This is an optimization exercise on Yosys and OpenROAD, whose aim is small area, a short achievable clock period and few clock cycles, not a production implementation.
The RTL was checked by simulation tests, not by an equivalence proof against the original design.

==> run a <==
## dither_core
module dither_core (
    input  wire        clk,
    input  wire        rst,           
    input  wire        start,         
    input  wire [1:0]  op,            
    input  wire [15:0] width,
    input  wire [15:0] height,
    input  wire [15:0] stride,
    input  wire [15:0] src_base,
    input  wire [15:0] dbuf_base,
    input  wire [7:0]  qstep,
    input  wire        dout,
    output reg         busy,
    output reg         done,          
    output reg  [2:0]  err_code,      
    output reg         mem_req,
    output reg         mem_we,
    output reg  [15:0] mem_addr,
    output reg  [7:0]  mem_wdata,
    input  wire [7:0]  mem_rdata
);
clock: 30.0 ns
lec_check: 0
cap_margin: 20
core_margin: 2
core_utilization: 40
slew_margin: 20
standard.sh (not shown) runs the stock make flow with config.mk's settings and CLKGATE_MAP_FILE= SYNTH_SCRIPT=/design/flow/synth_recipe.tcl, a recipe that flattens the netlist after the stock synthesis.
==> flow/flow/run.sh <==
#!/bin/bash
# The standard layout, with every input and output port buffered by a
# sky130_fd_sc_hd__buf_2 instead of the delay buffer buffer_ports picks by
# default.  Each tool's output stays in orfs/logs; make's own output goes to
# standard.log.
set -euo pipefail
export BUFFER_PORTS_ARGS="-buffer_cell sky130_fd_sc_hd__buf_2"
bash standard.sh > standard.log 2>&1
==> inputs of run b, as changes to run a <==
--- a/flow/design.v
+++ b/flow/design.v
@@ -517,35 +517,32 @@
     wire [4:0]  cube_m;
     wire [5:0]  gray_m;
     wire        gray_far;
     dc_cube u_cube (.x(xb), .l(cube_l), .m(cube_m));
     dc_gray u_gray (.x(xb), .k(gkr), .m6(gray_m), .far(gray_far));
-    reg  [10:0] dcr;          
-    reg  [12:0] dgr;          
-    reg  [5:0]  gdr;          
-    reg         gfar;         
-    reg  [2:0]  clr;          
-    reg  [4:0]  cmr;          
+    reg  [13:0] ddr;          
+    wire [5:0]  gdr  = t7s[5:0];    
+    wire        gfar = t7s[6];      
+    wire [2:0]  clr  = nq[7:5];     
+    wire [4:0]  cmr  = nq[4:0];     
     wire [11:0] gsq     = gdr * gdr;
     wire [9:0]  csq     = cmr * cmr;
     reg  [7:0]  cw;
     always @(*) begin
         case (ph)
             2'd3:    cw = {3'd0, clr, 2'b00} + {clr, 5'b00000};       
             2'd0:    cw = {4'd0, clr, 1'b0} + {3'd0, clr, 2'b00};     
             default: cw = {5'd0, clr};                                
         endcase
     end
-    wire [10:0] dc_n    = ((ph == 2'd3) ? 11'd0 : dcr) + {1'b0, csq};
+    wire [13:0] dd_n    = ((ph == 2'd3) ? 14'd0 : ddr) + {2'b00, gsq} - {4'b0000, csq};
     wire [7:0]  ci_n    = ((ph == 2'd3) ? 8'd16 : e) + cw;
-    wire [12:0] dg_n    = ((ph == 2'd3) ? 13'd0 : dgr) + {1'b0, gsq};
     wire        near_n  = ((ph == 2'd3) | near) & ~gfar;
-    wire        gray_win = near && (dgr < {2'b00, dcr});
+    wire        gray_win = near && ddr[13];
     wire       es   = e[7];
     wire [6:0] em   = e[6:0];
-    wire [9:0] em5  = {1'b0, em, 2'b00} + {3'b000, em};
-    wire [8:0] em3  = {1'b0, em, 1'b0} + {2'b00, em};
+    wire [9:0] em35 = (ph[0] ? {1'b0, em, 2'b00} : {2'b00, em, 1'b0}) + {3'b000, em};
     function [7:0] satadd;
         input [7:0] x;
         input       neg;
         input [5:0] t;
         reg   [9:0] s;
@@ -565,13 +562,20 @@
     wire m3  = ((cl == 2'd3) & ~pw2) | rb0;
     wire wb  = ((cl == 2'd3) & ~lastrow) | rb0 | rb1;
     wire [6:0] t7u  = m7 ? t7s : 7'd0;
     wire [9:0] olds = {2'b00, curv} + {{3{t7u[6]}}, t7u};
     wire [7:0] old  = olds[9] ? 8'd0 : (olds[8] ? 8'd255 : olds[7:0]);
-    wire [7:0] nb2w = satadd(b2,   es, m3 ? {1'b0, em3[8:4]} : 6'd0);
-    wire [7:0] nb2  = satadd(b1,   es, m5 ? em5[9:4] : 6'd0);
-    wire [7:0] nb1  = satadd(ob,   es, m1 ? {3'b000, em[6:4]} : 6'd0);
+    reg  [7:0] sa_x;
+    reg  [5:0] sa_t;
+    always @(*) begin
+        case (ph)
+            2'd0:    begin sa_x = b2; sa_t = m3 ? {1'b0, em35[8:4]} : 6'd0; end
+            2'd1:    begin sa_x = b1; sa_t = m5 ? em35[9:4] : 6'd0;         end
+            default: begin sa_x = ob; sa_t = m1 ? {3'b000, em[6:4]} : 6'd0; end
+        endcase
+    end
+    wire [7:0] nbw  = satadd(sa_x, es, sa_t);
     wire [2:0] d0_q, d0_r;
     dc_div3 u_div3 (.x(old[7:5]), .n(nq), .q(d0_q), .r(d0_r));
     wire [8:0] d1_t = {5'd0, d0_r, old[4]};
     wire [9:0] d1_s = {1'b0, d1_t} - {2'b00, nq};
     wire       d1_q = ~d1_s[9];
@@ -859,11 +863,11 @@
         end
         if (wd_en) begin
             case (wd_sel)
                 2'd0:    mem_wdata <= (state == S_MAP) ? e : mem_rdata;
                 2'd1:    mem_wdata <= gray_idx;
-                2'd2:    mem_wdata <= nb2w;
+                2'd2:    mem_wdata <= nbw;
                 default: mem_wdata <= out_n;
             endcase
         end
         if (idle)                              first <= 1'b1;
         else if (state == S_LOOP)                first <= 1'b0;
@@ -893,16 +897,16 @@
                 if (pw)         pw2 <= 1'b1;
             end
         end
         if (state == S_DTH) begin
             case (ph)
-                2'd0: begin
-                    curv <= old;
-                    b2   <= nb2;
-                    b1   <= nb1;
+                2'd0: curv <= old;
+                2'd1: b2   <= nbw;
+                2'd2: begin
+                    b1 <= nbw;
+                    ob <= mem_rdata;
                 end
-                2'd2: ob <= mem_rdata;
                 2'd3: begin
                     curv <= mem_rdata;
                     e    <= {up, err_m};
                     t7s  <= t7n;
                 end
@@ -918,18 +922,15 @@
                     qq <= {qq[5:0], dv_q};
                 end
                 default: ;
             endcase
         end else if (state == S_MAP) begin
-            gdr  <= gray_m;
-            gfar <= gray_far;
-            clr  <= cube_l;
-            cmr  <= cube_m;
+            t7s  <= {gray_far, gray_m};
+            nq   <= {cube_l, cube_m};
             if (ph != 2'd2) begin
-                dcr <= dc_n;
+                ddr <= dd_n;
                 e   <= ci_n;
-                dgr  <= dg_n;
                 near <= near_n;
             end
             case (ph)
                 2'd0: begin
                     qq[6:0] <= luma_th;
CORE_UTILIZATION = 65   (was 40)
CTS_CLUSTER_DIAMETER = 100   (was default)
CTS_CLUSTER_SIZE = 30   (was default)
==> inputs of run c, as changes to run a <==
--- a/flow/design.v
+++ b/flow/design.v
@@ -517,35 +517,32 @@
     wire [4:0]  cube_m;
     wire [5:0]  gray_m;
     wire        gray_far;
     dc_cube u_cube (.x(xb), .l(cube_l), .m(cube_m));
     dc_gray u_gray (.x(xb), .k(gkr), .m6(gray_m), .far(gray_far));
-    reg  [10:0] dcr;          
-    reg  [12:0] dgr;          
-    reg  [5:0]  gdr;          
-    reg         gfar;         
-    reg  [2:0]  clr;          
-    reg  [4:0]  cmr;          
+    reg  [13:0] ddr;          
+    wire [5:0]  gdr  = t7s[5:0];    
+    wire        gfar = t7s[6];      
+    wire [2:0]  clr  = nq[7:5];     
+    wire [4:0]  cmr  = nq[4:0];     
     wire [11:0] gsq     = gdr * gdr;
     wire [9:0]  csq     = cmr * cmr;
     reg  [7:0]  cw;
     always @(*) begin
         case (ph)
             2'd3:    cw = {3'd0, clr, 2'b00} + {clr, 5'b00000};       
             2'd0:    cw = {4'd0, clr, 1'b0} + {3'd0, clr, 2'b00};     
             default: cw = {5'd0, clr};                                
         endcase
     end
-    wire [10:0] dc_n    = ((ph == 2'd3) ? 11'd0 : dcr) + {1'b0, csq};
+    wire [13:0] dd_n    = ((ph == 2'd3) ? 14'd0 : ddr) + {2'b00, gsq} - {4'b0000, csq};
     wire [7:0]  ci_n    = ((ph == 2'd3) ? 8'd16 : e) + cw;
-    wire [12:0] dg_n    = ((ph == 2'd3) ? 13'd0 : dgr) + {1'b0, gsq};
     wire        near_n  = ((ph == 2'd3) | near) & ~gfar;
-    wire        gray_win = near && (dgr < {2'b00, dcr});
+    wire        gray_win = near && ddr[13];
     wire       es   = e[7];
     wire [6:0] em   = e[6:0];
-    wire [9:0] em5  = {1'b0, em, 2'b00} + {3'b000, em};
-    wire [8:0] em3  = {1'b0, em, 1'b0} + {2'b00, em};
+    wire [9:0] em35 = (ph[0] ? {1'b0, em, 2'b00} : {2'b00, em, 1'b0}) + {3'b000, em};
     function [7:0] satadd;
         input [7:0] x;
         input       neg;
         input [5:0] t;
         reg   [9:0] s;
@@ -565,13 +562,20 @@
     wire m3  = ((cl == 2'd3) & ~pw2) | rb0;
     wire wb  = ((cl == 2'd3) & ~lastrow) | rb0 | rb1;
     wire [6:0] t7u  = m7 ? t7s : 7'd0;
     wire [9:0] olds = {2'b00, curv} + {{3{t7u[6]}}, t7u};
     wire [7:0] old  = olds[9] ? 8'd0 : (olds[8] ? 8'd255 : olds[7:0]);
-    wire [7:0] nb2w = satadd(b2,   es, m3 ? {1'b0, em3[8:4]} : 6'd0);
-    wire [7:0] nb2  = satadd(b1,   es, m5 ? em5[9:4] : 6'd0);
-    wire [7:0] nb1  = satadd(ob,   es, m1 ? {3'b000, em[6:4]} : 6'd0);
+    reg  [7:0] sa_x;
+    reg  [5:0] sa_t;
+    always @(*) begin
+        case (ph)
+            2'd0:    begin sa_x = b2; sa_t = m3 ? {1'b0, em35[8:4]} : 6'd0; end
+            2'd1:    begin sa_x = b1; sa_t = m5 ? em35[9:4] : 6'd0;         end
+            default: begin sa_x = ob; sa_t = m1 ? {3'b000, em[6:4]} : 6'd0; end
+        endcase
+    end
+    wire [7:0] nbw  = satadd(sa_x, es, sa_t);
     wire [2:0] d0_q, d0_r;
     dc_div3 u_div3 (.x(old[7:5]), .n(nq), .q(d0_q), .r(d0_r));
     wire [8:0] d1_t = {5'd0, d0_r, old[4]};
     wire [9:0] d1_s = {1'b0, d1_t} - {2'b00, nq};
     wire       d1_q = ~d1_s[9];
@@ -859,11 +863,11 @@
         end
         if (wd_en) begin
             case (wd_sel)
                 2'd0:    mem_wdata <= (state == S_MAP) ? e : mem_rdata;
                 2'd1:    mem_wdata <= gray_idx;
-                2'd2:    mem_wdata <= nb2w;
+                2'd2:    mem_wdata <= nbw;
                 default: mem_wdata <= out_n;
             endcase
         end
         if (idle)                              first <= 1'b1;
         else if (state == S_LOOP)                first <= 1'b0;
@@ -893,16 +897,16 @@
                 if (pw)         pw2 <= 1'b1;
             end
         end
         if (state == S_DTH) begin
             case (ph)
-                2'd0: begin
-                    curv <= old;
-                    b2   <= nb2;
-                    b1   <= nb1;
+                2'd0: curv <= old;
+                2'd1: b2   <= nbw;
+                2'd2: begin
+                    b1 <= nbw;
+                    ob <= mem_rdata;
                 end
-                2'd2: ob <= mem_rdata;
                 2'd3: begin
                     curv <= mem_rdata;
                     e    <= {up, err_m};
                     t7s  <= t7n;
                 end
@@ -918,18 +922,15 @@
                     qq <= {qq[5:0], dv_q};
                 end
                 default: ;
             endcase
         end else if (state == S_MAP) begin
-            gdr  <= gray_m;
-            gfar <= gray_far;
-            clr  <= cube_l;
-            cmr  <= cube_m;
+            t7s  <= {gray_far, gray_m};
+            nq   <= {cube_l, cube_m};
             if (ph != 2'd2) begin
-                dcr <= dc_n;
+                ddr <= dd_n;
                 e   <= ci_n;
-                dgr  <= dg_n;
                 near <= near_n;
             end
             case (ph)
                 2'd0: begin
                     qq[6:0] <= luma_th;
CORE_UTILIZATION = 65   (was 40)
CTS_CLUSTER_DIAMETER = 80   (was default)
CTS_CLUSTER_SIZE = 24   (was default)
==> comparison <==
Run b ran to the end with no violations. Run a produced a clean layout. Run c completed with no timing, DRC or antenna violations.
Of run a and run b, run a has the higher design area (gap about 10%, measured against run b).
Cell count: run b < run c < run a.
Core utilization, lowest first: run a, run b, run c.
Against run a, the non-clock buffer count of run c is lower by 1.
Against run a, the area after synthesis of run b is smaller by about 6%.
Clock skew, highest first: run a, run b, run c.
Testbench counts of run a, summed over its fixed seeds: cycles 97,441.
Testbench counts of run b, summed over its fixed seeds: cycles 97,441.
Testbench counts of run c, summed over its fixed seeds: cycles 97,441.

## re-timing with driven ports
Ports are ideal in the flow. The routed layouts listed here were re-timed in OpenROAD. Step 1 assumes that a clkbuf_16 drives the clock port and a buf_2 every other input. Step 2 times the ports against the registers' clock, not the clock port: input delays grow and output delays shrink by t, the midpoint of the rising clock arrivals with the driver on. a / b / c = ideal / step 1 / step 2; a / b = the first two.
run	shift t [ns]	slack for setup (ns)	worst setup path at the end	latest minus earliest clock arrival (ns)	cell pins on the clock port's net
run a	0.633	22.674 / 22.609 / 22.549	input to register	0.049 / 0.049	1
run b	0.595	22.713 / 22.653 / 22.843	input to register	0.042 / 0.043	1
run c	0.629	22.675 / 22.615 / 22.831	input to register	0.031 / 0.031	1
After both steps every run listed still meets setup and hold. The setup slack of run a, which loses most, moves by -0.065 ns with the drivers and by -0.125 ns with both steps.
